Background: an optimization exercise with open tools, aiming at small area, a short achievable clock period and few clock cycles per item. Do not read the settings as production practice.
Only simulation tests tie the RTL to the original design; equivalence was not proved.
No driver is modelled on the clock port, so clocking that relies on it looks cheaper here than on a real chip.
Power and IR drop assume default switching activity.

[design/flow/design.v]
module tlb_core (
    input  wire        clk,
    input  wire        rst,           
    input  wire        req_valid,
    output wire        req_ready,
    input  wire [71:0] req_data,
    output reg         resp_valid,
    output reg  [66:0] resp_data,
    output reg         pt_en,
    output reg         pt_we,
    output reg  [19:0] pt_addr,
    output wire [32:0] pt_wdata,      
    input  wire [32:0] pt_rdata
);
    localparam OP_CFG   = 3'd1;
    localparam OP_SET   = 3'd2;
    localparam OP_XLATE = 3'd3;
    localparam OP_HITS  = 3'd4;
    localparam ST_OK         = 3'd0;
    localparam ST_BAD_CFG    = 3'd1;
    localparam ST_BAD_VPN    = 3'd2;
    localparam ST_XLATE_FLT  = 3'd3;
    localparam ST_BAD_STATE  = 3'd4;
    localparam ST_BAD_CMD    = 3'd5;
    localparam LC_UNCONF = 2'd0;
    localparam LC_READY  = 2'd1;
    localparam LC_DEAD   = 2'd2;
    reg  [1:0]  lifecycle;
    reg         cfg_ps;           
    reg  [1:0]  cfg_rows;         
    reg  [63:0] hits;
    reg         cv;
    reg  [2:0]  cmd_op;
    reg         cmd_p;
    reg  [31:0] cmd_a;
    reg  [31:0] cmd_b;
    reg         rdy;
    reg  [15:0] l_oh;
    reg  [17:0] l_key;
    reg         w_v;
    reg  [2:0]  w_st;
    reg  [1:0]  w_src;            
    reg  [3:0]  w_row;
    reg  [1:0]  w_way;
    reg  [12:0] w_off;
    reg         m1;               
    reg         m2;               
    reg  [15:0] ins_oh;
    reg  [3:0]  ins_wv;
    reg  [63:0] ins_sel;          
    reg         ins_go;           
    reg  [17:0] ins_key;
    reg         hz;               
    reg         fwd;              
    reg  [3:0]  valid_q [0:15];
    reg  [5:0]  ord_q   [0:15];   
    reg  [17:0] key_q   [0:63];
    reg  [31:0] ppn_q   [0:63];
    assign req_ready = rdy;
    assign pt_wdata  = {cmd_p, cmd_b};
    function [63:0] compose;
        input [31:0] ppn;
        input [12:0] o;
        input        ps;
        begin
            if (ps) compose = {19'd0, ppn, o[12:0]};
            else    compose = {20'd0, ppn, o[11:0]};
        end
    endfunction
    function [3:0] row_of;
        input [31:0] a;
        input        ps;
        input [1:0]  rows;
        reg   [3:0]  v;
        begin
            v = ps ? a[16:13] : a[15:12];
            row_of = v & ((rows == 2'd0) ? 4'd3 : (rows == 2'd1) ? 4'd7 : 4'd15);
        end
    endfunction
    function [15:0] onehot;
        input [3:0] r;
        begin
            onehot = 16'd1 << r;
        end
    endfunction
    wire [19:0] vpn      = cfg_ps ? {1'b0, cmd_a[31:13]} : cmd_a[31:12];
    wire [12:0] off      = cfg_ps ? cmd_a[12:0] : {1'b0, cmd_a[11:0]};
    wire [19:0] pt_last  = cfg_ps ? 20'h7ffff : 20'hfffff;    
    wire        va_oor   = (vpn == pt_last);
    wire [19:0] vpn_next = vpn + 20'd1;
    wire        nxt_oor  = (vpn_next == pt_last);
    wire [3:0]  row_mask = (cfg_rows == 2'd0) ? 4'd3 : (cfg_rows == 2'd1) ? 4'd7 : 4'd15;
    wire [3:0]  row_own  = vpn[3:0] & row_mask;
    wire [3:0]  row_nxt  = vpn_next[3:0] & row_mask;
    wire        set_oor  = (cmd_a[31:20] != 12'd0) || (cmd_a[19:0] >= pt_last);
    wire is_xlate = (cmd_op == OP_XLATE);
    wire bad_op   = (cmd_op == 3'd0) || (cmd_op > OP_HITS);
    wire cmd_legal_state =
        (cmd_op == OP_CFG) ? (lifecycle == LC_UNCONF) : (lifecycle == LC_READY);
    wire cfg_a_ok = (cmd_a == 32'd4096) || (cmd_a == 32'd8192);
    wire cfg_b_ok = (cmd_b == 32'd4) || (cmd_b == 32'd8) || (cmd_b == 32'd16);
    wire ex     = cv && !m1 && !hz;
    wire cfg_ok = ex && !bad_op && (cmd_op == OP_CFG) && cmd_legal_state && cfg_a_ok && cfg_b_ok;
    wire        ps_next   = cfg_ok ? (cmd_a == 32'd8192) : cfg_ps;
    wire [1:0]  rows_next = cfg_ok ? ((cmd_b == 32'd4) ? 2'd0 : (cmd_b == 32'd8) ? 2'd1 : 2'd2)
                                   : cfg_rows;
    reg  [3:0]  lk_v;
    reg  [5:0]  lk_o;
    reg  [71:0] lk_k;
    integer i, r;
    always @(*) begin
        lk_v = 4'd0;
        lk_o = 6'd0;
        lk_k = 72'd0;
        for (r = 0; r < 16; r = r + 1) begin
            lk_v = lk_v | (valid_q[r] & {4{l_oh[r]}});
            lk_o = lk_o | (ord_q[r] & {6{l_oh[r]}});
            for (i = 0; i < 4; i = i + 1)
                lk_k[i*18 +: 18] = lk_k[i*18 +: 18] |
                    (((r >= 8) ? {key_q[r*4+i][17:2], l_key[1:0]} :
                      (r >= 4) ? {key_q[r*4+i][17:1], l_key[0]} : key_q[r*4+i]) & {18{l_oh[r]}});
        end
    end
    reg  [3:0]  lk_hv;
    always @(*) begin
        for (i = 0; i < 4; i = i + 1)
            lk_hv[i] = lk_v[i] && (lk_k[i*18 +: 18] == l_key);
    end
    wire        lk_hit = |lk_hv;
    wire [1:0]  lk_way = {lk_hv[3] | lk_hv[2], lk_hv[3] | lk_hv[1]};
    wire x_go   = ex && is_xlate && cmd_legal_state && !va_oor;
    wire x_hit  = x_go && (lk_hit || (fwd && pt_rdata[32]));
    wire x_miss = x_go && !(lk_hit || (fwd && pt_rdata[32]));
    wire        pr_en  = (x_hit && !fwd) || (m1 && pt_en && lk_hit);
    wire [1:0]  pr_way = lk_way;
    wire        in_en  = pt_rdata[32] && ins_go;
    wire [1:0]  in_way = {ins_wv[3] | ins_wv[2], ins_wv[3] | ins_wv[1]};
    reg  [3:0]  lk_vict;
    always @(*) begin
        if (!lk_v[0])      lk_vict = 4'b0001;
        else if (!lk_v[1]) lk_vict = 4'b0010;
        else if (!lk_v[2]) lk_vict = 4'b0100;
        else if (!lk_v[3]) lk_vict = 4'b1000;
        else if (!lk_o[0] && !lk_o[1] && !lk_o[2]) lk_vict = 4'b0001;
        else if ( lk_o[0] && !lk_o[3] && !lk_o[4]) lk_vict = 4'b0010;
        else if ( lk_o[1] &&  lk_o[3] && !lk_o[5]) lk_vict = 4'b0100;
        else               lk_vict = 4'b1000;
    end
    function [5:0] make_mru;
        input [5:0] o;
        input [1:0] w;
        begin
            make_mru = o;
            case (w)
                2'd0: begin make_mru[0] = 1'b1; make_mru[1] = 1'b1; make_mru[2] = 1'b1; end
                2'd1: begin make_mru[0] = 1'b0; make_mru[3] = 1'b1; make_mru[4] = 1'b1; end
                2'd2: begin make_mru[1] = 1'b0; make_mru[3] = 1'b0; make_mru[5] = 1'b1; end
                default: begin make_mru[2] = 1'b0; make_mru[4] = 1'b0; make_mru[5] = 1'b0; end
            endcase
        end
    endfunction
    function [21:0] port_of;       
        input [2:0]  op;
        input [31:0] a;
        input        ready;        
        input        ps;
        reg   [19:0] v;
        reg          oor;
        begin
            v   = ps ? {1'b0, a[31:13]} : a[31:12];
            oor = (a[31:20] != 12'd0) || (a[19:0] >= (ps ? 20'h7ffff : 20'hfffff));
            if (op == OP_SET) port_of = {ready && !oor, 1'b1, a[19:0]};
            else              port_of = {op == OP_XLATE, 1'b0, v};
        end
    endfunction
    wire m2_next  = m1 && pt_en && !lk_hit;
    wire hz_next  = m2_next && cv && is_xlate && ((onehot(row_own) & l_oh) != 16'd0) && (vpn != pt_addr);
    wire fwd_next = m2_next && cv && (vpn == pt_addr);
    wire accept   = req_valid && rdy;
    wire take     = ex || !cv;                
    wire [3:0]  req_row = row_of(req_data[39:8], ps_next, rows_next);
    wire        lc_ready_next = cfg_ok || (lifecycle == LC_READY);
    wire [21:0] port_req = port_of(req_data[2:0], req_data[39:8], lc_ready_next, ps_next);
    wire [21:0] port_cmd = port_of(cmd_op, cmd_a, lifecycle == LC_READY, cfg_ps);
    wire [17:0] req_key = ps_next ? {1'b0, req_data[39:23]} : req_data[39:22];
    always @(posedge clk) begin
        if (rst) begin
            lifecycle  <= LC_UNCONF;
            cfg_ps     <= 1'b0;
            cfg_rows   <= 2'd0;
            hits       <= 64'd0;
            resp_valid <= 1'b0;
            resp_data  <= 67'd0;
            cv         <= 1'b0;
            rdy        <= 1'b1;
            m1         <= 1'b0;
            m2         <= 1'b0;
            pt_en      <= 1'b0;
            ins_oh     <= 16'd0;
            ins_go     <= 1'b0;
            hz         <= 1'b0;
            fwd        <= 1'b0;
            w_v        <= 1'b0;
            for (r = 0; r < 16; r = r + 1) valid_q[r] <= 4'd0;
        end else begin
            if (take) begin
                cv <= accept;
                if (accept) begin
                    cmd_op <= req_data[2:0];
                    cmd_p  <= req_data[3];
                    cmd_a  <= req_data[39:8];
                    cmd_b  <= req_data[71:40];
                end
            end
            if (x_miss) begin
                l_oh  <= onehot(row_nxt);
                l_key <= vpn_next[19:2];
            end else if (take) begin
                l_oh  <= onehot(req_row);
                l_key <= req_key;
            end else begin
                l_oh  <= onehot(row_own);
                l_key <= vpn[19:2];
            end
            m1  <= x_miss;
            m2  <= m2_next;
            hz  <= hz_next;
            fwd <= fwd_next;
            rdy <= !x_miss && !hz_next;
            if (x_miss)
                {pt_en, pt_we, pt_addr} <= {!nxt_oor, 1'b0, vpn_next};
            else if (!take)
                {pt_en, pt_we, pt_addr} <= port_cmd;
            else
                {pt_en, pt_we, pt_addr} <= {accept && port_req[21], port_req[20:0]};
            ins_oh  <= l_oh;
            for (r = 0; r < 16; r = r + 1)
                for (i = 0; i < 4; i = i + 1)
                    ins_sel[r*4+i] <= l_oh[r] && lk_vict[i];
            ins_go  <= x_miss || m2_next;
            ins_wv  <= lk_vict;
            ins_key <= l_key;
            for (r = 0; r < 16; r = r + 1) begin
                if (in_en && ins_oh[r]) begin
                    valid_q[r][in_way] <= 1'b1;
                    ord_q[r]           <= make_mru(ord_q[r], in_way);
                end else if (pr_en && l_oh[r]) begin
                    ord_q[r]           <= make_mru(ord_q[r], pr_way);
                end
            end
            for (r = 0; r < 16; r = r + 1)
                for (i = 0; i < 4; i = i + 1)
                    if (in_en && ins_sel[r*4+i]) begin
                        key_q[r*4+i] <= ins_key;
                        ppn_q[r*4+i] <= pt_rdata[31:0];
                    end
            w_v   <= ex && !x_miss;
            w_st  <= ST_OK;
            w_src <= 2'd0;
            w_row <= row_own;
            w_way <= fwd ? in_way : lk_way;
            w_off <= off;
            if (bad_op) begin
                w_st <= ST_BAD_CMD;
            end else if (!cmd_legal_state) begin
                w_st <= ST_BAD_STATE;
            end else begin
                case (cmd_op)
                    OP_CFG: w_st <= (cfg_a_ok && cfg_b_ok) ? ST_OK : ST_BAD_CFG;
                    OP_SET: w_st <= set_oor ? ST_BAD_VPN : ST_OK;
                    OP_XLATE: begin
                        if (va_oor) w_st <= ST_XLATE_FLT;
                        else        w_src <= 2'd2;
                    end
                    default: w_src <= 2'd1;    
                endcase
            end
            if (ex && !bad_op && cmd_legal_state && cmd_op == OP_CFG) begin
                if (cfg_a_ok && cfg_b_ok) begin
                    cfg_ps    <= ps_next;
                    cfg_rows  <= rows_next;
                    for (r = 0; r < 16; r = r + 1) valid_q[r] <= 4'd0;
                    hits      <= 64'd0;
                    lifecycle <= LC_READY;
                end else begin
                    lifecycle <= LC_DEAD;
                end
            end
            if (x_hit && hits != {64{1'b1}})
                hits <= hits + 64'd1;
            resp_valid <= m1 || w_v;
            if (m1) begin
                if (pt_rdata[32])
                    resp_data <= {compose(pt_rdata[31:0], w_off, cfg_ps), ST_OK};
                else
                    resp_data <= {64'd0, ST_XLATE_FLT};
            end else begin
                case (w_src)
                    2'd1:    resp_data <= {hits, w_st};
                    2'd2:    resp_data <= {compose(ppn_q[{w_row, w_way}], w_off, cfg_ps), w_st};
                    default: resp_data <= {64'd0, w_st};
                endcase
            end
        end
    end
endmodule
[design/flow/flow/run.sh]
#!/bin/bash
set -uo pipefail
work=$(pwd)
bash standard.sh "CTS_ARGS=-sink_clustering_enable -repair_clock_nets -dont_use_dummy_load" POST_CTS_TCL="$work/flow/post_cts.tcl" finish > "$work/standard_sh.log" 2>&1
[design/flow/flow/post_cts.tcl]
# Sourced by ORFS cts.tcl after its own repair and detailed placement, before
# 4_1_cts.odb is written. The clock and constraints are unchanged; only the
# target slack of the repair is larger.
puts "post_cts: extra setup repair"
estimate_parasitics -placement
report_worst_slack
repair_timing -setup -setup_margin 9.1 -repair_tns 100 -max_iterations 3000 -verbose
set result [catch { detailed_placement } msg]
if { $result != 0 } {
  error "post_cts: detailed placement failed: $msg"
}
check_placement -verbose
estimate_parasitics -placement
report_worst_slack
[design/flow/standard.sh]
#!/bin/bash
# synth_recipe.tcl (not shown) runs the flow's synth.tcl, then flattens the netlist and writes it again
# the make line also repeats each setting of config.mk as NAME=value (left out here)
make -C /OpenROAD-flow-scripts/flow DESIGN_CONFIG=/design/flow/config.mk WORK_HOME=/design/flow/orfs CLKGATE_MAP_FILE= SYNTH_SCRIPT=/design/flow/synth_recipe.tcl "${@:-finish}"
[design/flow/config.mk]
export PLATFORM = sky130hd
export DESIGN_NAME = tlb_core
export DESIGN_NICKNAME = tlb_core
export VERILOG_FILES = /design/flow/design.v
export SDC_FILE = /design/flow/constraint.sdc
export NUM_CORES = 4
export LEC_CHECK = 0
export CAP_MARGIN = 20
export CORE_MARGIN = 2
export CORE_UTILIZATION = 22
export PLACE_DENSITY = 0.25
export SLEW_MARGIN = 20
[design/flow/constraint.sdc]
create_clock -name core_clock -period 14.0 [get_ports {clk}]
set_input_delay 2.8000 -clock core_clock [delete_from_list [all_inputs] [get_ports {clk}]]
set_output_delay 2.8000 -clock core_clock [all_outputs]
set_load 0.01 [all_outputs]
==> results of run 1 <==
## final cells by class
| class | count | area (sq um) |
|---|---|---|
| fill | 63300 | 460000 |
| multi-input combinational | 3993 | 29600 |
| tap | 8350 | 10400 |
| clock buffer | 459 | 11500 |
| inverter | 80 | 317 |
| antenna | 35 | 87.6 |
| sequential | 3673 | 108000 |
| timing repair buffer | 784 | 8210 |
## layer usage
| metal | track usage (%) | share of wire (%) | up-vias |
|---|---|---|---|
| li1 | - | - | 35500 |
| met1 | 34.0 | 45 | 49500 |
| met2 | 42.9 | 49 | 2977 |
| met3 | 2.30 | 4.0 | 667 |
| met4 | 4.53 | 2.0 | 4 |
| met5 | 0 | 0.0026 | - |
## through the flow
stage	setup slack (ns)	hold WS, ns	utilization (%)
finish	8.83	0.412	26.8
global placement	6.15	0.435	24.4
global route	8.70	0.449	26.8
floorplan	4.08	0.411	-
detailed placement	6.15	0.446	24.4
## cell usage after synthesis (5+ instances only)
cell | number | area (sq um)
or4_1 | 68 | 510
mux2_2 | 42 | 473
o311a_1 | 47 | 470
buf_2 | 48 | 240
nor4_1 | 41 | 257
nor3_1 | 75 | 375
o21ai_1 | 8 | 40.0
nand4_1 | 321 | 2010
and3_1 | 114 | 713
nand2b_1 | 26 | 163
nor2_1 | 195 | 732
a31oi_1 | 23 | 144
nand3_1 | 123 | 616
ha_1 | 19 | 238
or2_2 | 30 | 188
o22ai_1 | 71 | 444
xnor2_1 | 35 | 307
a221oi_1 | 319 | 2790
a2111oi_0 | 40 | 350
or3_1 | 21 | 131
or4b_2 | 5 | 50.1
o31ai_1 | 5 | 37.5
a211oi_1 | 25 | 188
a21oi_1 | 86 | 430
xor2_1 | 74 | 648
buf_1 | 58 | 218
inv_1 | 77 | 289
and2_1 | 66 | 413
a21o_1 | 52 | 390
edfxtp_1 | 3448 | 104000
o21ai_0 | 133 | 666
a22o_1 | 324 | 2840
dfxtp_1 | 225 | 4500
mux2i_1 | 160 | 1600
o211ai_1 | 19 | 143
o2bb2ai_1 | 8 | 70.1
nor2b_1 | 13 | 81.3
nor3b_1 | 6 | 45.0
clkbuf_1 | 433 | 1630
nand4bb_1 | 5 | 56.3
nand2_1 | 293 | 1100
a22oi_1 | 1034 | 7760
## flip-flops by register name (all words and copies together), names as in the netlist, 3 cells and up
name and cells:
ins_wv 3, hits 64, ppn_q 2048, w_off 13, resp_data 67, l_oh 16, ord_q 96, ins_key 18
cmd_a 32, ins_oh 16, key_q 1072, ins_sel 64, cmd_b 32, w_row 4, cmd_op 3, pt_addr 20
valid_q 64, l_key 18, w_st 3
## report_power, final
| part | switching [mW] | leakage, nW | internal (mW) |
|---|---|---|---|
| registers | 0.0470 | 33.0 | 12.0 |
| logic | 0.696 | 13.5 | 0.213 |
| clock network | 4.48 | 5.66 | 5.67 |
## kinds of logic after synthesis
kind of cell / after synthesis / synth area share [%]
mux: 203 / 1.51
xor+xnor: 109 / 0.689
fa+ha+maj: 19 / 0.172
flops: 3673 / 78.0
buf+inv: 627 / 1.80
compound gates: 2217 / 12.3
simple gates: 1436 / 5.59
## worst max-delay path, delay by kind of cell
family / cells / cell delay, ns
buffers and inverters: 5 / 1.90
AND/OR/NAND/NOR: 2 / 0.89
## final timing paths
| path | start | to | slack (ns) | depth (start not counted) |
|---|---|---|---|---|
| worst max-delay path | pt_rdata[32] | ppn_q[6][19] | 8.83 | 7 |
| worst min-delay path | w_off[9] | resp_data[12] | 0.41 | 1 |
| worst max register to register | l_oh[3] | l_key[17] | 9.09 | 16 |
| worst min register to register | w_off[9] | resp_data[12] | 0.41 | 1 |
==> flow_summary.toml, run 1 <==
[synthesis]
synth_cell_types = 88
syn_area_per_cell_sq_um = 16.7
synth_edf_count = 3448
synth_area_sq_mm = 0.139
ys_async_sr_fraction_pct = 0
synth_nets = 8411
yosys_warnings = 5
synth_flop_cell = "edfxtp_1"
ys_seq_elements = 3673
syn_inst = 8284
ys_seq_area_share_pct = 78.0

[cells_and_area]
mostFrequentLayoutCells = "edfxtp_1, a22oi_1, clkbuf_16"
final_common_cell = "edfxtp_1"
syn_to_final_growth_pct = 21.4
final_area_sq_mm = 0.168
stdcell_count = 17400
drive_gt1_share_pct = 15.4
nets = 9118

[global_routing]
overflow = 0
grt_pass1_vias = 86900
grt_pass1_wl_microns = 1020000
grt_usage_pct = 24.8
antenna_found_initial = 108
grt_max_degree = 84

[job]
drv_cap = 0

[placement]
dp_hpwl_microns = 460000
io_buffers = 227
placed_cell_area_sq_mm = 0.153
place_inst = 16700
place.gp.congestion = 0.754

[floorplanning]
core_sq_mm = 0.628
dieWidth_microns = 798
fp.dieH_microns = 798
ios = 232
start_util_pct = 22.1
rows = 291
die-area_sq_mm = 0.636

[power]
p_leak_nw = 52.2
pwr_density_cell_mw_per_mm2 = 138
vdd_drop_max_uv = 95.2
power_mw = 23.2

[route]
post_drt_wl_per_cell_microns = 46.7
initialDrtViolationCount = 10600
vias = 88700
drc = 0
vias_per_cell = 5.11
wl_microns = 811000
dr.pass1.iters = 6
postRouteAntennaNets = 0

[setup_path]
critical-path-max-stage-delay_ns = 0.78
required_ns = 14.65
setup.worst_path.end_class = "flip-flop"
crit_fanout = 19
path_common_cell = "buf_4"
path_class = "in2reg"
critPathLaunchType = "primary input"
cp_data_arrival_time_ns = 5.82
cpMaxStageDelayCell = "buf_4"
path_cells = "clkdlybuf4s50_1 > buf_4 > and2_4 > buf_12 > buf_4 > and3_4 > buf_4"

[sta]
fmaxAchievable_mhz = 193
skew_ns = 0.0983
tightest_slew_ns = 1.17
finalHoldViolations = 0
rsz0062_at_grt = "no"
slew_violations = 0
slew_headroom_pct = 21.7
min_period_ns = 5.17
setup-tns-final_ns = 0
min_period_over_period_pct = 36.9
finalSetupViolCount = 0

[clock_tree]
tritoncts = "yes"
cts.sink_count = 3673
clk_pin_slew_ns = 0.05
insertion_delay_ns = 1.03

[worst_hold_path]
hold_path.class = "reg2reg"

[outcome]
run_status = "complete, no violations"
Testbench counts, summed over its fixed seeds: cycles 46,253, items 31,896.
==> inputs of run 2 (changes only) <==
==> design/flow/flow/run.sh (replaced) <==
#!/bin/bash
set -uo pipefail
work=$(pwd)
bash standard.sh "CTS_ARGS=-sink_clustering_enable -repair_clock_nets -dont_use_dummy_load -sink_clustering_size 20 -sink_clustering_max_diameter 100" POST_CTS_TCL="$work/flow/post_cts.tcl" finish > "$work/standard_sh.log" 2>&1
==> flow_summary.toml, run 2 <==
[setup_path]
critPathLaunchType = "primary input"
required_ns = 14.62
cp_data_arrival_time_ns = 5.78
crit_fanout = 19
path_class = "in2reg"
setup.worst_path.end_class = "flip-flop"

[outcome]
run_status = "complete, no violations"

[sta]
finalSetupViolCount = 0
min_period_ns = 5.16
finalHoldViolations = 0
fmaxAchievable_mhz = 194
skew_ns = 0.136
min_period_over_period_pct = 36.9
slew_violations = 0
tightest_slew_ns = 1.13
setup-tns-final_ns = 0
fin_ws_ns = 8.84
slew_headroom_pct = 24.6
rsz0062_at_grt = "no"

[floorplanning]
core_sq_mm = 0.628
dieWidth_microns = 798
start_util_pct = 22.1
fp.dieH_microns = 798
ios = 232
die-area_sq_mm = 0.636
rows = 291

[route]
initialDrtViolationCount = 10600
post_drt_wl_per_cell_microns = 47.2
postRouteAntennaNets = 0
vias = 87400
dr.pass1.iters = 6
drc = 0
vias_per_cell = 5.10
wl_microns = 809000

[cells_and_area]
final_area_sq_mm = 0.162
reg.largest.list = "ppn_q x2048, key_q x1072, ord_q x96"
mostFrequentLayoutCells = "edfxtp_1, a22oi_1, buf_4"
syn_to_final_growth_pct = 17.2
nets = 8893
largest-register = "ppn_q"
final_common_cell = "edfxtp_1"
largest_reg_flops = 2048
drive_gt1_share_pct = 13.2

[global_routing]
antenna_found_initial = 108
grt_pass1_vias = 85100
overflow = 0
grt_pass1_wl_microns = 1010000
grt_max_degree = 84
grt_usage_pct = 24.7

[synthesis]
yosysMostFrequentCell = "edfxtp_1"
yosys_warnings = 5
ys_seq_area_share_pct = 78.0
ys_async_sr_fraction_pct = 0
ys_seq_elements = 3673
synth_area_sq_mm = 0.139
synth_nets = 8411
netlist.area_leader.share_pct = 74.7
synth_largest_area_cell = "edfxtp_1"
synth.top_cells.by_area = "edfxtp_1, a22oi_1, dfxtp_1"
synth_cell_types = 88
yosys-top-cells-count = "edfxtp_1, a22oi_1, clkbuf_1"
syn_inst = 8284
synth_edf_count = 3448
syn_area_per_cell_sq_um = 16.7
synth_flop_cell = "edfxtp_1"

[placement]
dp_hpwl_microns = 460000
dp_slack_ns = 6.15
io_buffers = 227
place.gp.congestion = 0.754
placed_cell_area_sq_mm = 0.153

[power]
vdd_drop_max_uv = 90.9
p_leak_nw = 49.3
power_mw = 19.7
pwr_density_cell_mw_per_mm2 = 121

[clock_tree]
clk_pin_slew_ns = 0.08
insertion_delay_ns = 1.02
cts.sink_count = 3673
tritoncts = "yes"

[worst_hold_path]
hold_path.class = "reg2reg"

[job]
drv_cap = 0
## run 2: where the power goes
| part | switching (mW) | leakage, nW | internal (mW) |
|---|---|---|---|
| logic | 0.701 | 13.6 | 0.213 |
| clock network | 3.91 | 2.72 | 2.80 |
| registers | 0.0455 | 33.0 | 12.0 |
## run 2: stage by stage
stage,hold slack (ns),utilization [%],cells
3_5_place_dp,0.446,24.4,16700
2_1_floorplan,0.411,-,8284
5_1_grt,0.436,25.9,17100
6_report,0.416,25.9,17200
3_3_place_gp,0.435,24.4,16700
## run 2: path summary, 6_finish.rpt
path | startpoint | end | slack, ns | cells past startpoint
worst max-delay path | pt_rdata[32] | ppn_q[6][15] | 8.84 | 7
worst min-delay path | w_off[9] | resp_data[12] | 0.42 | 1
worst max register to register | l_oh[1] | ord_q[14][4] | 9.08 | 18
worst min register to register | w_off[9] | resp_data[12] | 0.42 | 1
## run 2: cells by family after synthesis
logic type               synth area share [%]
AO/OA/AOI/OAI                            12.3
XOR/XNOR                                0.689
adder cells (fa/ha/maj)                 0.172
buffers and inverters                    1.80
flip-flops                               78.0
multiplexers                             1.51
AND/OR/NAND/NOR                          5.59
## run 2: cell type report
cell class,count,area [sq um]
Clock buffer,221,5530
Fill cell,63700,465000
Tap cell,8350,10400
Inverter,80,313
Antenna cell,39,97.6
Sequential cell,3673,108000
Multi-Input combinational cell,3993,29600
Timing Repair Buffer,797,8320
## run 2: metal layers
layer	vias to the layer above	part of all wire, %	GRT usage, %
met5	-	0.0033	0
met4	4	1.9	4.06
met3	471	3.6	1.98
met2	2623	49	42.9
met1	49300	45	34.1
li1	35000	-	-
## run 2: critical path, cell delays in order
cell and delay, ns:
clkdlybuf4s50_1 0.46, buf_4 0.28, and2_4 0.27, buf_12 0.14, buf_4 0.21, and3_4 0.62, buf_4 0.77
==> inputs of run 3 (changes only) <==
--- a/design/flow/design.v
+++ b/design/flow/design.v
@@ -47,7 +47,6 @@
     reg         m2;               
     reg  [15:0] ins_oh;
     reg  [3:0]  ins_wv;
-    reg  [63:0] ins_sel;          
     reg         ins_go;           
     reg  [17:0] ins_key;
     reg         hz;               
@@ -234,9 +233,6 @@
             else
                 {pt_en, pt_we, pt_addr} <= {accept && port_req[21], port_req[20:0]};
             ins_oh  <= l_oh;
-            for (r = 0; r < 16; r = r + 1)
-                for (i = 0; i < 4; i = i + 1)
-                    ins_sel[r*4+i] <= l_oh[r] && lk_vict[i];
             ins_go  <= x_miss || m2_next;
             ins_wv  <= lk_vict;
             ins_key <= l_key;
@@ -250,7 +246,7 @@
             end
             for (r = 0; r < 16; r = r + 1)
                 for (i = 0; i < 4; i = i + 1)
-                    if (in_en && ins_sel[r*4+i]) begin
+                    if (in_en && ins_oh[r] && ins_wv[i]) begin
                         key_q[r*4+i] <= ins_key;
                         ppn_q[r*4+i] <= pt_rdata[31:0];
                     end
==> flow_summary.toml, run 3 <==
[synthesis]
syn_inst = 8105
yosys-top-cells-count = "edfxtp_1, a22oi_1, a22o_1"
synth.top_cells.by_area = "edfxtp_1, a22oi_1, dfxtp_1"
ys_seq_area_share_pct = 77.7
synth_cell_types = 76
synth_largest_area_cell = "edfxtp_1"
yosys_warnings = 5
synth_flop_cell = "edfxtp_1"
ys_seq_elements = 3610
synth_area_sq_mm = 0.137
synth_edf_count = 3385
yosysMostFrequentCell = "edfxtp_1"
synth_nets = 8232
ys_async_sr_fraction_pct = 0
syn_area_per_cell_sq_um = 16.8
netlist.area_leader.share_pct = 74.4

[worst_hold_path]
hold_path.class = "reg2reg"
worstHoldStart = "w_v"
hold_depth = 2

[sta]
fmaxAchievable_mhz = 197
fin_ws_ns = 8.92
skew_ns = 0.109
setup-tns-final_ns = 0
slew_headroom_pct = 18.7
finalSetupViolCount = 0
slew_violations = 0
finalHoldViolations = 0
min_period_ns = 5.08
min_period_over_period_pct = 36.3
tightest_slew_ns = 1.22
rsz0062_at_grt = "no"

[cells_and_area]
mostFrequentLayoutCells = "edfxtp_1, a22oi_1, buf_4"
final_area_sq_mm = 0.160
fillerInstances = 63100
syn_to_final_growth_pct = 16.9
nets = 8740
largest_reg_flops = 2048
largest-register = "ppn_q"
drive_gt1_share_pct = 13.3
final_common_cell = "edfxtp_1"
reg.largest.list = "ppn_q x2048, key_q x1072, ord_q x96"

[setup_path]
cp-startpoint = "pt_rdata[32]"
rrSetupSlack_ns = 8.95
critPathLaunchType = "primary input"
crit_fanout = 36
r2r_cells = 13
required_ns = 14.65
cp_data_arrival_time_ns = 5.73
critical-path-max-stage-delay_ns = 0.44
path_cells = "dlymetal6s2s_1 > and2_4 > buf_12 > nand2_2 > nor2_1 > buf_4 > and2_4 > buf_4 > buf_8"
setup.worst_path.end_class = "flip-flop"
cpMaxStageDelayCell = "buf_4"
r2r_start = "w_row[3]"
path_class = "in2reg"

[global_routing]
grt_pass1_vias = 83800
grt_usage_pct = 24.3
antenna_found_initial = 100
grt_pass1_wl_microns = 990000
grt_max_degree = 67
overflow = 0

[clock_tree]
cts.sink_count = 3610
tritoncts = "yes"
clk_pin_slew_ns = 0.08
insertion_delay_ns = 1.01

[placement]
place.gp.congestion = 0.755
io_buffers = 227
placed_cell_area_sq_mm = 0.151
dp_hpwl_microns = 450000
dp_slack_ns = 5.64

[floorplanning]
start_util_pct = 22.1
rows = 289
die-area_sq_mm = 0.627
fp.dieH_microns = 792
core_sq_mm = 0.619
dieWidth_microns = 792
ios = 232

[route]
drc = 0
wl_microns = 785000
dr.pass1.iters = 5
vias_per_cell = 5.05
postRouteAntennaNets = 0
initialDrtViolationCount = 9788
vias = 85600
post_drt_wl_per_cell_microns = 46.3

[outcome]
run_status = "complete, no violations"

[power]
p_leak_nw = 48.9
pwr_density_cell_mw_per_mm2 = 121
vdd_drop_max_uv = 98.8

[job]
drv_cap = 0
-- run 3: cell type report --
cell class                 instances  area, sq um  share of cell area [%]
antenna                           47          118                  0.0737
clock buffer                     217         5430                    3.40
inverter                          75          294                   0.184
multi-input combinational       3919        29200                    18.3
sequential                      3610       106000                    66.5
tap                             8293        10400                    6.50
timing repair buffer             790         8020                    5.03
-- run 3: final timing paths --
path | end
max | ppn_q[11][9]
min | resp_valid
max reg2reg | resp_data[32]
min reg2reg | resp_valid
-- run 3: critical path, delay by kind of cell --
kind / cells / cell delay, ns
AND/OR/NAND/NOR: 4 / 1.09
buffers and inverters: 5 / 1.70
-- run 3: per-stage QoR --
stage	hold slack, ns	total power, mW	util, %	cells
after detailed placement	0.445	13.0	24.4	16500
final	0.460	19.3	25.8	17000
after floorplan	0.411	12.4	-	8105
after global routing	0.481	19.9	25.8	16900
after global placement	0.451	13.0	24.3	16500
-- run 3: logic make-up after synthesis --
kind of cell | Yosys count | synth area share, %
DFF | 3610 | 77.7
AOI/OAI and AO/OA | 2231 | 12.7
and+or+nand+nor | 1342 | 5.35
buffers and inverters | 609 | 1.94
muxes | 180 | 1.35
xor gates and xnor gates | 114 | 0.731
adders and majority gates | 19 | 0.174
-- run 3: layer usage --
metal  share of wire, %  track usage [%]  vias up
met4                1.9             3.85        0
met3                3.2             1.52      463
met2                 49             42.4     2334
li1                   -                -    34400
met1                 45             33.9    48400
met5                  0                0        -
-- run 3: power breakdown --
| part | total [mW] | internal, mW | switching [mW] |
|---|---|---|---|
| combinational | 0.912 | 0.213 | 0.699 |
| sequential | 11.8 | 11.8 | 0.0360 |
| clock | 6.57 | 2.74 | 3.83 |
Testbench counts of run 3, summed over its fixed seeds: cycles 46,253, items 31,896.
==> inputs of run 4 (changes only) <==
--- a/design/flow/config.mk
+++ b/design/flow/config.mk
@@ -7,6 +7,6 @@
 export LEC_CHECK = 0
 export CAP_MARGIN = 20
 export CORE_MARGIN = 2
-export CORE_UTILIZATION = 22
-export PLACE_DENSITY = 0.25
+export CORE_UTILIZATION = 35
+export PLACE_DENSITY = 0.45
 export SLEW_MARGIN = 20
==> flow_summary.toml, run 4 <==
[sta]
tightest_slew_ns = 1.28
fmaxAchievable_mhz = 198
setup-tns-final_ns = 0
finalSetupViolCount = 0
fin_ws_ns = 8.96
skew_ns = 0.113
slew_violations = 0
min_period_over_period_pct = 36.0
slew_headroom_pct = 14.9
holdWs_ns = 0.447
finalHoldViolations = 0
rsz0062_at_grt = "no"
min_period_ns = 5.04

[setup_path]
setup.worst_path.end_class = "flip-flop"
r2r_start = "w_row[3]"
cp_data_arrival_time_ns = 5.83
required_ns = 14.79
r2r_end = "resp_data[28]"
rrSetupSlack_ns = 8.96
critPathLaunchType = "flip-flop"
r2r_cells = 11
path_class = "reg2reg"
crit_fanout = 17

[synthesis]
yosysMostFrequentCell = "edfxtp_1"
synth.top_cells.by_area = "edfxtp_1, a22oi_1, dfxtp_1"
synthSimpleGateAreaFrac_pct = 5.35
yosys_warnings = 5
syn_inst = 8105
synth-compound-area-share_pct = 12.7
ys_async_sr_fraction_pct = 0
synth_cell_types = 76
synthAdderAreaFrac_pct = 0.174
netlist.area_leader.share_pct = 74.4
synth_top_family_by_area = "compound AO/OA/AOI/OAI gates"
synth_xor_area_share_pct = 0.731
synthMuxAreaShare_pct = 1.35
yosys-top-cells-count = "edfxtp_1, a22oi_1, a22o_1"
syn_area_per_cell_sq_um = 16.8
synth_largest_area_cell = "edfxtp_1"
synth_flop_cell = "edfxtp_1"
synth_edf_count = 3385
ys_seq_elements = 3610
synth_area_sq_mm = 0.137
synth_nets = 8232
ys_seq_area_share_pct = 77.7

[route]
post_drt_wl_per_cell_microns = 45.3
vias_per_cell = 6.53
vias = 89600
wl_microns = 621000
postRouteAntennaNets = 0
initialDrtViolationCount = 15600
drc = 0
dr.pass1.iters = 23

[cells_and_area]
final_area_sq_mm = 0.154
syn_to_final_growth_pct = 12.8
stdcell_count = 13700
final_common_cell = "edfxtp_1"
nets = 8636
fillerInstances = 35600
drive_gt1_share_pct = 11.9
mostFrequentLayoutCells = "edfxtp_1, a22oi_1, a22o_1"
largest-register = "ppn_q"
final_core_util_pct = 39.6
largest_reg_flops = 2048
reg.largest.list = "ppn_q x2048, key_q x1072, ord_q x96"

[floorplanning]
core_sq_mm = 0.389
start_util_pct = 35.1
die-area_sq_mm = 0.395
dieWidth_microns = 629
ios = 232
rows = 229
fp.dieH_microns = 629

[placement]
dp_slack_ns = 6.56
placed_cell_area_sq_mm = 0.146
place.gp.congestion = 0.846
place_inst = 13300
io_buffers = 227
dp_hpwl_microns = 325000

[global_routing]
grt_pass1_vias = 82400
grt_usage_pct = 30.5
antenna_found_initial = 45
grt_pass1_wl_microns = 807000
grt_max_degree = 78
overflow = 0

[worst_hold_path]
hold_depth = 2
hold_path.class = "reg2reg"
worstHoldStart = "w_v"
whs_endpoint = "resp_valid"

[power]
p_leak_nw = 48.1
vdd_drop_max_uv = 102
p_clk_share_pct = 32.6
pwr_density_cell_mw_per_mm2 = 122
switchingPower_mw = 4.14
swShare_pct = 22.1
p_int_mw = 14.6
power_mw = 18.7
pwr-share-comb_pct = 4.2
p_seq_share_pct = 63.3

[clock_tree]
tritoncts = "yes"
cts.sink_count = 3610
clk_pin_slew_ns = 0.09
insertion_delay_ns = 0.97

[outcome]
run_status = "complete, no violations"

[job]
drv_cap = 0
[run 4: cell counts after synthesis]
Identical to the previous run, type by type.
[run 4: power by group through the flow]
stage                     clock network (mW)  logic [mW]  registers (mW)
final                                   6.10       0.780            11.9
after global routing                    6.46       0.800            11.9
after detailed placement                   0       0.752            12.1
after global placement                     0       0.743            12.1
after floorplan                            0       0.275            12.1
[run 4: final cells by class]
cell class / count / area, sq um / share of cell area, %
Tap cell: 5197 / 6500 / 4.22
Clock buffer: 204 / 5100 / 3.32
Timing Repair Buffer: 678 / 6860 / 4.46
Antenna cell: 14 / 35.0 / 0.0228
Sequential cell: 3610 / 106000 / 68.9
Multi-Input combinational cell: 3940 / 29000 / 18.9
Inverter: 75 / 289 / 0.188
[run 4: kinds of logic (layout without fill, tap and decap cells)]
family                   Yosys count  count (layout)
AO/OA/AOI/OAI                   2231            2231
XOR/XNOR                         114             114
adder cells (fa/ha/maj)           19              19
buffers and inverters            609             957
flip-flops                      3610            3610
multiplexers                     180             180
other                              0              14
AND/OR/NAND/NOR                 1342            1396
[run 4: worst max path at each step]
stage | start | endpoint | cells past startpoint
finish | w_row[3] | resp_data[28] | 11
detailed placement | pt_rdata[32] | ppn_q[42][8] | 7
global placement | pt_rdata[32] | ppn_q[9][12] | 7
floorplan | rst | cmd_a[0] | 4
global route | l_oh[3] | ord_q[14][4] | 18
[run 4: worst max-delay path: stages (launching register included)]
cell	delay, ns
edfxtp_1	0.57
or2_2	0.69
nor2_4	0.06
buf_4	0.29
buf_4	0.43
a22oi_1	0.29
nand4_1	0.25
or4_1	0.67
o22ai_1	0.99
mux2i_1	0.17
a22oi_1	0.20
o22ai_1	0.14
[run 4: layer usage]
| layer | wire length (microns) | global-route usage, % | vias to the layer above |
|---|---|---|---|
| met4 | 31400 | 12.4 | 18 |
| li1 | - | - | 34200 |
| met3 | 62500 | 5.35 | 1131 |
| met5 | 126 | 0 | - |
| met2 | 280000 | 47.7 | 5766 |
| met1 | 247000 | 42.0 | 48500 |
==> inputs of run 5 (changes only) <==
==> design/flow/flow/run.sh (replaced) <==
#!/bin/bash
set -uo pipefail
work=$(pwd)
bash standard.sh "CTS_ARGS=-sink_clustering_enable -repair_clock_nets -dont_use_dummy_load -sink_clustering_size 20 -sink_clustering_max_diameter 100" "BUFFER_PORTS_ARGS=-buffer_cell sky130_fd_sc_hd__buf_4" POST_CTS_TCL="$work/flow/post_cts.tcl" finish > "$work/standard_sh.log" 2>&1
==> flow_summary.toml, run 5 <==
[route]
drc = 0
dr.pass1.iters = 27
post_drt_wl_per_cell_microns = 45.0
postRouteAntennaNets = 0
vias_per_cell = 6.54
initialDrtViolationCount = 16300
vias = 89500
wl_microns = 615000

[setup_path]
cp_data_arrival_time_ns = 5.89
cpMaxStageDelayCell = "and2_4"
critPathLaunchType = "primary input"
critical-path-max-stage-delay_ns = 0.76
path_class = "in2reg"
crit_fanout = 51
setup.worst_path.end_class = "flip-flop"
required_ns = 14.52
path_cells = "buf_4 > and2_2 > buf_6 > nand2_1 > nor2_1 > buf_4 > and2_4 > buf_6"

[sta]
rsz0062_at_grt = "no"
finalSetupViolCount = 0
skew_ns = 0.0930
min_period_over_period_pct = 38.4
finalHoldViolations = 0
slew_headroom_pct = 13.9
setup-tns-final_ns = 0
fin_ws_ns = 8.63
slew_violations = 0
min_period_ns = 5.37
fmaxAchievable_mhz = 186
tightest_slew_ns = 1.29

[global_routing]
grt_pass1_wl_microns = 799000
overflow = 0
grt_usage_pct = 30.1
grt_max_degree = 82
grt_pass1_vias = 82000
antenna_found_initial = 67

[job]
drv_cap = 0

[synthesis]
synth_edf_count = 3385
yosysMostFrequentCell = "edfxtp_1"
syn_inst = 8105
synth.top_cells.by_area = "edfxtp_1, a22oi_1, dfxtp_1"
synth_area_sq_mm = 0.137
synth_cell_types = 76
netlist.area_leader.share_pct = 74.4
synth_flop_cell = "edfxtp_1"
synth_largest_area_cell = "edfxtp_1"
yosys-top-cells-count = "edfxtp_1, a22oi_1, a22o_1"
yosys_warnings = 5
ys_seq_area_share_pct = 77.7
ys_seq_elements = 3610
synth_nets = 8232
syn_area_per_cell_sq_um = 16.8
ys_async_sr_fraction_pct = 0

[clock_tree]
tritoncts = "yes"
insertion_delay_ns = 0.98
clk_pin_slew_ns = 0.08
cts.sink_count = 3610

[placement]
io_buffers = 227
dp_hpwl_microns = 327000
dp_slack_ns = 6.81
place.gp.congestion = 0.853
placed_cell_area_sq_mm = 0.146

[floorplanning]
start_util_pct = 35.1
dieWidth_microns = 629
fp.dieH_microns = 629
rows = 229
ios = 232
die-area_sq_mm = 0.395
core_sq_mm = 0.389

[cells_and_area]
final_core_util_pct = 39.3
final_area_sq_mm = 0.153
syn_to_final_growth_pct = 11.9
fillerInstances = 35600
largest-register = "ppn_q"
multi_input_area_sq_mm = 0.0290
seqCellArea_sq_mm = 0.106
largest_reg_flops = 2048
nets = 8584
final_common_cell = "edfxtp_1"
mostFrequentLayoutCells = "edfxtp_1, a22oi_1, buf_4"
drive_gt1_share_pct = 13.6
reg.largest.list = "ppn_q x2048, key_q x1072, ord_q x96"

[power]
pwr_density_cell_mw_per_mm2 = 122
p_leak_nw = 48.0
vdd_drop_max_uv = 98.3

[outcome]
run_status = "complete, no violations"

[worst_hold_path]
hold_path.class = "reg2reg"
## run 5: cell counts after synthesis
No cell type changed its count.
## run 5: routing by layer
| layer | vias up | routed length (microns) | track usage, % |
|---|---|---|---|
| li1 | 34100 | - | - |
| met1 | 48300 | 248000 | 42.6 |
| met2 | 6037 | 279000 | 47.1 |
| met3 | 1025 | 61100 | 4.47 |
| met4 | 18 | 27100 | 11.0 |
| met5 | - | 112 | 0 |
## run 5: critical path: cells and delay by family
kind	cells	cell delay, ns
simple gates	4	1.56
buf+inv	4	1.34
## run 5: area by class of cell
cell class	instances	share of cell area, %
Multi-Input combinational cell	3935	19.0
Clock buffer	204	3.34
Tap cell	5197	4.25
Sequential cell	3610	69.4
Antenna cell	27	0.0442
Inverter	75	0.190
Timing Repair Buffer	631	3.74
## run 5: power breakdown
group / switching [mW] / total (mW) / internal (mW)
Sequential: 0.0459 / 11.9 / 11.8
Clock: 3.52 / 6.10 / 2.59
Combinational: 0.573 / 0.755 / 0.182
## run 5: path summary, 6_finish.rpt
check,startpoint,endpoint,slack (ns),depth (start not counted)
hold reg to reg,w_v,resp_valid,0.45,2
hold / removal,w_v,resp_valid,0.45,2
setup / recovery,pt_rdata[32],ppn_q[46][24],8.63,8
setup reg to reg,w_way[1],resp_data[41],8.69,11
## run 5: cell families after synthesis
group / Yosys count / synth area share, %
AO/OA/AOI/OAI: 2231 / 12.7
flip-flops: 3610 / 77.7
adder cells (fa/ha/maj): 19 / 0.174
buffers and inverters: 609 / 1.94
XOR/XNOR: 114 / 0.731
multiplexers: 180 / 1.35
AND/OR/NAND/NOR: 1342 / 5.35
## run 5: through the flow
stage	power [mW]	cells	hold WS [ns]
finish	18.7	13700	0.451
global route	19.1	13700	0.492
detailed placement	12.8	13300	0.440
global placement	12.8	13300	0.439
floorplan	12.4	8105	0.411
==> inputs of run 6 (changes only) <==
--- a/design/flow/config.mk
+++ b/design/flow/config.mk
@@ -7,6 +7,6 @@
 export LEC_CHECK = 0
 export CAP_MARGIN = 20
 export CORE_MARGIN = 2
-export CORE_UTILIZATION = 35
-export PLACE_DENSITY = 0.45
+export CORE_UTILIZATION = 22
+export PLACE_DENSITY = 0.25
 export SLEW_MARGIN = 20
==> flow_summary.toml, run 6 <==
[outcome]
run_status = "complete, no violations"

[setup_path]
cp-startpoint = "pt_rdata[32]"
setup.worst_path.end_class = "flip-flop"
critPathLaunchType = "primary input"
cp_data_arrival_time_ns = 5.61
crit_fanout = 26
r2r_start = "w_way[0]"
required_ns = 14.59
path_class = "in2reg"

[sta]
finalHoldViolations = 0
skew_ns = 0.0737
holdWs_ns = 0.446
slew_violations = 0
fmaxAchievable_mhz = 199
setup-tns-final_ns = 0
min_period_ns = 5.02
tightest_slew_ns = 1.17
min_period_over_period_pct = 35.8
rsz0062_at_grt = "no"
finalSetupViolCount = 0
fin_ws_ns = 8.98
slew_headroom_pct = 22.1

[cells_and_area]
final_common_cell = "edfxtp_1"
multi_input_area_sq_mm = 0.0291
stdcell_count = 16900
seqCellArea_sq_mm = 0.106
largest-register = "ppn_q"
syn_to_final_growth_pct = 16.4
mostFrequentLayoutCells = "edfxtp_1, a22oi_1, buf_4"
nets = 8688
final_core_util_pct = 25.7
largest_reg_flops = 2048
fillerInstances = 63300
final_area_sq_mm = 0.159
drive_gt1_share_pct = 15.1
reg.largest.list = "ppn_q x2048, key_q x1072, ord_q x96"

[floorplanning]
core_sq_mm = 0.619
dieWidth_microns = 792
die-area_sq_mm = 0.627
fp.dieH_microns = 792
rows = 289
ios = 232
start_util_pct = 22.1

[clock_tree]
clk_pin_slew_ns = 0.09
cts.sink_count = 3610
insertion_delay_ns = 1.01
tritoncts = "yes"

[synthesis]
synth_cell_types = 76
synth_edf_count = 3385
yosys-top-cells-count = "edfxtp_1, a22oi_1, a22o_1"
syn_area_per_cell_sq_um = 16.8
syn_inst = 8105
synth_area_sq_mm = 0.137
synth_nets = 8232
yosys_warnings = 5
ys_seq_area_share_pct = 77.7
ys_seq_elements = 3610
yosysMostFrequentCell = "edfxtp_1"
netlist.area_leader.share_pct = 74.4
synth_largest_area_cell = "edfxtp_1"
synth.top_cells.by_area = "edfxtp_1, a22oi_1, dfxtp_1"
synth_flop_cell = "edfxtp_1"
ys_async_sr_fraction_pct = 0

[placement]
place.gp.congestion = 0.753
placed_cell_area_sq_mm = 0.150
dp_hpwl_microns = 444000
place_inst = 16500
dp_slack_ns = 6.16
io_buffers = 227

[route]
vias_per_cell = 5.07
wl_microns = 778000
vias = 85600
initialDrtViolationCount = 9570
postRouteAntennaNets = 0
dr.pass1.iters = 6
drc = 0
post_drt_wl_per_cell_microns = 46.0

[global_routing]
grt_usage_pct = 24.1
antenna_found_initial = 104
overflow = 0
grt_max_degree = 87
grt_pass1_vias = 84000
grt_pass1_wl_microns = 982000

[worst_hold_path]
worstHoldStart = "w_v"
hold_path.class = "reg2reg"

[power]
vdd_drop_max_uv = 99.7
power_mw = 19.3
p_leak_nw = 49.0
pwr_density_cell_mw_per_mm2 = 121

[job]
drv_cap = 0
## run 6: cell types whose count changed in the layout (fill, tap and decap cells not counted), moves of 9 or more
cell	before	now
o22ai_1	65	54
clkbuf_16	204	230
diode_2	27	36
nand2_1	226	217
buf_12	31	58
buf_6	54	70
buf_8	28	43
and2_2	56	25
buf_4	508	547
## run 6: path summary, 6_finish.rpt
path	depth (start not counted)	to	slack [ns]
setup / recovery	7	ppn_q[60][15]	8.98
hold / removal	2	resp_valid	0.45
setup reg to reg	15	resp_data[46]	9.08
hold reg to reg	2	resp_valid	0.45
## run 6: cell families (layout without fill, tap and decap cells)
group                    after synthesis  in the layout  share of synthesized area (%)
AO/OA/AOI/OAI                       2231           2231                           12.7
AND/OR/NAND/NOR                     1342           1364                           5.35
XOR/XNOR                             114            114                          0.731
flip-flops                          3610           3610                           77.7
other                                  0             36                              0
multiplexers                         180            180                           1.35
buffers and inverters                609           1041                           1.94
adder cells (fa/ha/maj)               19             19                          0.174
## run 6: critical path, cell delays in order
cell     delay, ns
buf_4         0.17
and2_4        0.31
nand2_1       0.42
nor2_1        0.21
buf_4         0.28
and2_4        0.56
buf_6         0.67
## run 6: routing by layer
metal,wire length (microns),global-route usage (%)
met5,41,0
met3,28600,2.09
met4,14700,4.12
met1,351000,33.3
met2,384000,41.7
## run 6: where the power goes
part	leakage [nW]	internal [mW]	total [mW]	switching (mW)
clock network	2.64	2.71	6.51	3.80
logic	13.9	0.216	0.911	0.695
registers	32.5	11.8	11.9	0.0421
total	49.0	14.7	19.3	4.54
## run 6: cell type report
type | instances | area share, %
sequential | 3610 | 66.8
multi-input combinational | 3908 | 18.3
tap | 8293 | 6.53
timing repair buffer | 752 | 4.75
clock buffer | 214 | 3.37
inverter | 75 | 0.183
antenna | 36 | 0.0567
==> inputs of run 7 (changes only) <==
--- a/design/flow/config.mk
+++ b/design/flow/config.mk
@@ -7,6 +7,6 @@
 export LEC_CHECK = 0
 export CAP_MARGIN = 20
 export CORE_MARGIN = 2
-export CORE_UTILIZATION = 22
-export PLACE_DENSITY = 0.25
+export CORE_UTILIZATION = 45
+export PLACE_DENSITY = 0.55
 export SLEW_MARGIN = 20
==> flow_summary.toml, run 7 <==
[setup_path]
path_common_cell = "buf_6"
cp_top_family = "simple AND/OR/NAND/NOR gates"
cpMaxStageDelayCell = "buf_6"
path_cells = "buf_4 > and2_2 > buf_6 > nand2_1 > nor2_4 > buf_12 > and2_4 > buf_6"
critPathLaunchType = "primary input"
cp_data_arrival_time_ns = 5.75
cp.buffers_inverters = 4
rrSetupSlack_ns = 8.83
required_ns = 14.54
crit_fanout = 51
critical-path-max-stage-delay_ns = 0.60
path_class = "in2reg"
setup.worst_path.end_class = "flip-flop"

[floorplanning]
dieWidth_microns = 555
core_sq_mm = 0.302
start_util_pct = 45.2
fp.dieH_microns = 555
ios = 232
die-area_sq_mm = 0.308
rows = 202

[synthesis]
yosys_warnings = 5
synth_xor_area_share_pct = 0.731
yosysMostFrequentCell = "edfxtp_1"
syn_area_per_cell_sq_um = 16.8
synth.top_cells.by_area = "edfxtp_1, a22oi_1, dfxtp_1"
synthSimpleGateAreaFrac_pct = 5.35
syn_inst = 8105
synth_cell_types = 76
ys_seq_area_share_pct = 77.7
netlist.area_leader.share_pct = 74.4
ys_seq_elements = 3610
synth_nets = 8232
synth_area_sq_mm = 0.137
synth_largest_area_cell = "edfxtp_1"
synth_flop_cell = "edfxtp_1"
synth_top_family_by_area = "compound AO/OA/AOI/OAI gates"
yosys-top-cells-count = "edfxtp_1, a22oi_1, a22o_1"
synthMuxAreaShare_pct = 1.35
ys_async_sr_fraction_pct = 0
synthAdderAreaFrac_pct = 0.174
synth-compound-area-share_pct = 12.7
synth_edf_count = 3385

[sta]
finalSetupViolCount = 0
slew_headroom_pct = 16.4
tightest_slew_ns = 1.25
slew_violations = 0
finalHoldViolations = 0
setup-tns-final_ns = 0
min_period_over_period_pct = 37.2
skew_ns = 0.0924
fmaxAchievable_mhz = 192
rsz0062_at_grt = "no"
min_period_ns = 5.21

[power]
pwr-share-comb_pct = 3.9
p_clk_share_pct = 32.4
p_int_mw = 14.6
pwr_density_cell_mw_per_mm2 = 123
p_leak_nw = 47.8
vdd_drop_max_uv = 98.3
p_seq_share_pct = 63.7
swShare_pct = 21.6
switchingPower_mw = 4.02

[global_routing]
grt_usage_pct = 36.3
overflow = 0
grt_pass1_vias = 81900
antenna_found_initial = 42
grt_max_degree = 82
grt_pass1_wl_microns = 751000

[cells_and_area]
nets = 8535
final_common_cell = "edfxtp_1"
drive_gt1_share_pct = 13.1
largest-register = "ppn_q"
largest_reg_flops = 2048
final_core_util_pct = 49.9
stdcell_count = 12400
final_area_sq_mm = 0.151
mostFrequentLayoutCells = "edfxtp_1, a22oi_1, buf_4"
syn_to_final_growth_pct = 10.5
reg.largest.list = "ppn_q x2048, key_q x1072, ord_q x96"

[route]
wl_microns = 573000
initialDrtViolationCount = 18300
post_drt_wl_per_cell_microns = 46.2
drc = 0
vias = 90100
dr.pass1.iters = 6
postRouteAntennaNets = 0
vias_per_cell = 7.26

[outcome]
run_status = "complete, no violations"

[placement]
io_buffers = 227
placed_cell_area_sq_mm = 0.144
place.gp.congestion = 0.883
place_inst = 12000
dp_hpwl_microns = 294000

[clock_tree]
clk_pin_slew_ns = 0.08
cts.sink_count = 3610
insertion_delay_ns = 0.97
tritoncts = "yes"

[worst_hold_path]
hold_path.class = "reg2reg"

[job]
drv_cap = 0
run 7: cell count changes in the layout (fill, tap and decap cells not counted), moves of 11 or more:
cell and delta:
buf_4 -83, and2_2 +38, buf_6 -35, clkbuf_16 -25
buf_16 -15, buf_8 -15, o22ai_1 +12, diode_2 -11
run 7: kinds of logic (layout without fill, tap and decap cells):
kind of cell,count (synthesis),after routing
flip-flops,3610,3610
AO/OA/AOI/OAI,2231,2231
AND/OR/NAND/NOR,1342,1395
buffers and inverters,609,857
multiplexers,180,180
XOR/XNOR,114,114
adder cells (fa/ha/maj),19,19
other,0,25
run 7: power by group through the flow:
stage / combinational (mW) / clock (mW) / sequential, mW
floorplan: 0.275 / 0 / 12.1
global placement: 0.680 / 0 / 12.1
detailed placement: 0.690 / 0 / 12.1
global route: 0.744 / 6.35 / 11.9
finish: 0.725 / 6.02 / 11.9
run 7: worst paths after layout:
| path | start | endpoint | cells after the start |
|---|---|---|---|
| worst min-delay path | w_v | resp_valid | 2 |
| worst max-delay path | pt_rdata[32] | ppn_q[45][11] | 8 |
| worst min register to register | w_v | resp_valid | 2 |
| worst max register to register | w_row[0] | resp_data[46] | 11 |
run 7: area by class of cell:
cell class / instances / area, sq um
Antenna cell: 25 / 62.6
Clock buffer: 205 / 5130
Fill cell: 25200 / 151000
Inverter: 75 / 287
Multi-Input combinational cell: 3939 / 29100
Sequential cell: 3610 / 106000
Tap cell: 3978 / 4980
Timing Repair Buffer: 577 / 5290
run 7: tightest hold or removal path: cells and delay by family (launching register included):
kind / cells / cell delay [ns]
simple gates: 2 / 0.10
flops: 1 / 0.31
run 7: per-stage QoR:
| step | hold slack (ns) | power (mW) | setup WS [ns] |
|---|---|---|---|
| 5_1_grt | 0.468 | 19.0 | 8.76 |
| 2_1_floorplan | 0.411 | 12.4 | 5.34 |
| 3_5_place_dp | 0.428 | 12.8 | 6.89 |
| 3_3_place_gp | 0.428 | 12.8 | 6.92 |
| 6_report | 0.445 | 18.6 | 8.79 |
run 7: layer usage:
| layer | track usage [%] | share of wire [%] |
|---|---|---|
| met5 | 0 | 0.028 |
| met4 | 18.5 | 6.3 |
| met3 | 9.16 | 14 |
| met2 | 54.6 | 44 |
| met1 | 48.9 | 36 |
==> inputs of run 8 (changes only) <==
--- a/design/flow/design.v
+++ b/design/flow/design.v
@@ -47,6 +47,7 @@
     reg         m2;               
     reg  [15:0] ins_oh;
     reg  [3:0]  ins_wv;
+    reg  [63:0] ins_sel;          
     reg         ins_go;           
     reg  [17:0] ins_key;
     reg         hz;               
@@ -233,6 +234,9 @@
             else
                 {pt_en, pt_we, pt_addr} <= {accept && port_req[21], port_req[20:0]};
             ins_oh  <= l_oh;
+            for (r = 0; r < 16; r = r + 1)
+                for (i = 0; i < 4; i = i + 1)
+                    ins_sel[r*4+i] <= l_oh[r] && lk_vict[i];
             ins_go  <= x_miss || m2_next;
             ins_wv  <= lk_vict;
             ins_key <= l_key;
@@ -246,7 +250,7 @@
             end
             for (r = 0; r < 16; r = r + 1)
                 for (i = 0; i < 4; i = i + 1)
-                    if (in_en && ins_oh[r] && ins_wv[i]) begin
+                    if (in_en && ins_sel[r*4+i]) begin
                         key_q[r*4+i] <= ins_key;
                         ppn_q[r*4+i] <= pt_rdata[31:0];
                     end
--- a/design/flow/config.mk
+++ b/design/flow/config.mk
@@ -7,6 +7,6 @@
 export LEC_CHECK = 0
 export CAP_MARGIN = 20
 export CORE_MARGIN = 2
-export CORE_UTILIZATION = 45
-export PLACE_DENSITY = 0.55
+export CORE_UTILIZATION = 22
+export PLACE_DENSITY = 0.25
 export SLEW_MARGIN = 20
==> flow_summary.toml, run 8 <==
[route]
wl_microns = 808000
initialDrtViolationCount = 10200
post_drt_wl_per_cell_microns = 47.2
vias = 87500
drc = 0
vias_per_cell = 5.11
dr.pass1.iters = 6
postRouteAntennaNets = 0

[cells_and_area]
reg.largest.list = "ppn_q x2048, key_q x1072, ord_q x96"
drive_gt1_share_pct = 15.4
syn_to_final_growth_pct = 16.9
final_common_cell = "edfxtp_1"
largest_reg_flops = 2048
nets = 8876
mostFrequentLayoutCells = "edfxtp_1, a22oi_1, buf_4"
largest-register = "ppn_q"
seqCellArea_sq_mm = 0.108
stdcell_count = 17100
multi_input_area_sq_mm = 0.0297
fillerInstances = 64000

[synthesis]
synth-compound-area-share_pct = 12.3
netlist.area_leader.share_pct = 74.7
synth_flop_cell = "edfxtp_1"
ys_seq_elements = 3673
synthSimpleGateAreaFrac_pct = 5.59
synth_area_sq_mm = 0.139
synth_cell_types = 88
synth.top_cells.by_area = "edfxtp_1, a22oi_1, dfxtp_1"
synth_largest_area_cell = "edfxtp_1"
synth_xor_area_share_pct = 0.689
ys_seq_area_share_pct = 78.0
syn_area_per_cell_sq_um = 16.7
yosys-top-cells-count = "edfxtp_1, a22oi_1, clkbuf_1"
synth_edf_count = 3448
synth_top_family_by_area = "compound AO/OA/AOI/OAI gates"
synth_nets = 8411
synthMuxAreaShare_pct = 1.51
yosys_warnings = 5
ys_async_sr_fraction_pct = 0
syn_inst = 8284
yosysMostFrequentCell = "edfxtp_1"
synthAdderAreaFrac_pct = 0.172

[clock_tree]
cts.sink_count = 3673
clk_pin_slew_ns = 0.08
insertion_delay_ns = 1.00
tritoncts = "yes"

[worst_hold_path]
hold_depth = 1
hold_path.class = "reg2reg"

[floorplanning]
dieWidth_microns = 798
core_sq_mm = 0.628
fp.dieH_microns = 798
rows = 291
die-area_sq_mm = 0.636
start_util_pct = 22.1
ios = 232

[sta]
min_period_over_period_pct = 36.1
fmaxAchievable_mhz = 198
finalHoldViolations = 0
min_period_ns = 5.05
skew_ns = 0.110
slew_violations = 0
tightest_slew_ns = 1.14
rsz0062_at_grt = "no"
finalSetupViolCount = 0
slew_headroom_pct = 23.9
setup-tns-final_ns = 0

[outcome]
run_status = "complete, no violations"

[setup_path]
cpMaxStageDelayCell = "and3_4"
crit_fanout = 66
critPathLaunchType = "primary input"
critical-path-max-stage-delay_ns = 0.84
r2r_cells = 17
setup.worst_path.end_class = "flip-flop"
required_ns = 14.54
path_cells = "buf_4 > inv_8 > buf_8 > and3_4 > buf_6"
path_class = "in2reg"
cp_data_arrival_time_ns = 5.59

[global_routing]
grt_pass1_wl_microns = 1020000
grt_pass1_vias = 86400
overflow = 0
grt_usage_pct = 24.7
antenna_found_initial = 100
grt_max_degree = 71

[power]
pwr_density_cell_mw_per_mm2 = 122
p_leak_nw = 49.7
p_int_mw = 15.0
swShare_pct = 23.6
p_clk_share_pct = 34.0
switchingPower_mw = 4.65
p_seq_share_pct = 61.3
pwr-share-comb_pct = 4.7
vdd_drop_max_uv = 96.2

[placement]
place_inst = 16700
dp_hpwl_microns = 463000
io_buffers = 227
place.gp.congestion = 0.761

[job]
drv_cap = 0
-- run 8: kinds of logic (layout without fill, tap and decap cells) --
family	Yosys count	after routing
muxes	203	203
buffers and inverters	627	1087
AOI/OAI and AO/OA	2217	2217
xor gates and xnor gates	109	109
DFF	3673	3673
and+or+nand+nor	1436	1439
other	0	19
adders and majority gates	19	19
-- run 8: worst max-delay path, delay by kind of cell --
family / cells / cell delay [ns]
buffers and inverters: 4 / 1.50
AND/OR/NAND/NOR: 1 / 0.84
-- run 8: layer usage --
metal | global-route usage (%) | part of all wire [%] | wire length [microns] | up-vias
li1 | - | - | - | 34900
met2 | 42.9 | 50 | 400000 | 2603
met4 | 4.97 | 2.3 | 18500 | 4
met3 | 1.92 | 3.5 | 28200 | 561
met5 | 0 | 0.0031 | 25 | -
met1 | 33.7 | 45 | 361000 | 49400
-- run 8: cell type report --
type / instances / share of cell area [%]
tap: 8350 / 6.45
antenna: 19 / 0.0294
timing repair buffer: 786 / 4.86
multi-input combinational: 3987 / 18.3
sequential: 3673 / 66.7
inverter: 80 / 0.190
clock buffer: 221 / 3.41
-- run 8: path summary, 6_finish.rpt --
| kind | start | end | slack (ns) |
|---|---|---|---|
| worst max-delay path | rst | key_q[11][15] | 8.95 |
| worst min-delay path | w_off[10] | resp_data[13] | 0.45 |
| worst max register to register | l_oh[11] | l_oh[4] | 9.11 |
| worst min register to register | w_off[10] | resp_data[13] | 0.45 |
-- run 8: power groups by stage --
stage / sequential, mW / combinational (mW) / clock, mW
detailed placement: 12.3 / 0.857 / 0
finish: 12.1 / 0.929 / 6.70
floorplan: 12.3 / 0.260 / 0
global placement: 12.3 / 0.849 / 0
global route: 12.1 / 0.966 / 7.21
-- run 8: stage by stage --
stage | instance area (sq um) | worst slack (ns) | total power [mW] | util, % | hold slack (ns)
2_1_floorplan | 139000 | 4.08 | 12.6 | - | 0.411
3_3_place_gp | 153000 | 7.00 | 13.2 | 24.3 | 0.438
3_5_place_dp | 153000 | 7.02 | 13.2 | 24.4 | 0.443
5_1_grt | 162000 | 8.84 | 20.2 | 25.8 | 0.480
6_report | 162000 | 8.95 | 19.7 | 25.8 | 0.451
Testbench counts of run 8, summed over its fixed seeds: cycles 46,253, items 31,896.

==> re-timing with driven ports <==
In the flow no input, the clock included, has a driving cell. The finished layouts below were timed again as built, in two steps.
Step 1, drivers: a clkbuf_16 drives clk and a buf_2 each remaining input, both assumed.
Step 2 moves the port delays by t, midway between the first and last clock arrival at a register: inputs arrive t later, outputs are due t later. That takes back most of the time a late clock gives input paths.
Slacks: no drivers / after step 1 / after step 2; pairs: no drivers / after step 1.
run	t, ns	setup slack, ns	worst setup path after step 2	clock arrival spread, ns
run 1	1.118	8.830 / 8.905 / 7.787	input to register	0.136 / 0.135
run 2	1.078	8.839 / 8.921 / 7.843	input to register	0.141 / 0.140
run 3	1.091	8.923 / 8.948 / 7.904	input to register	0.128 / 0.127
run 4	1.038	8.962 / 8.962 / 8.062	input to register	0.129 / 0.130
run 5	1.036	8.629 / 8.680 / 7.644	input to register	0.108 / 0.108
run 6	1.097	8.985 / 9.048 / 7.951	input to register	0.079 / 0.080
run 7	1.008	8.785 / 8.827 / 7.829	input to register	0.122 / 0.122
run 8	1.078	8.952 / 9.029 / 7.951	input to register	0.127 / 0.127
After both steps every run listed still meets setup and hold. The setup slack of run 1, which loses most, moves by +0.075 ns with the drivers and by -1.043 ns with both steps.
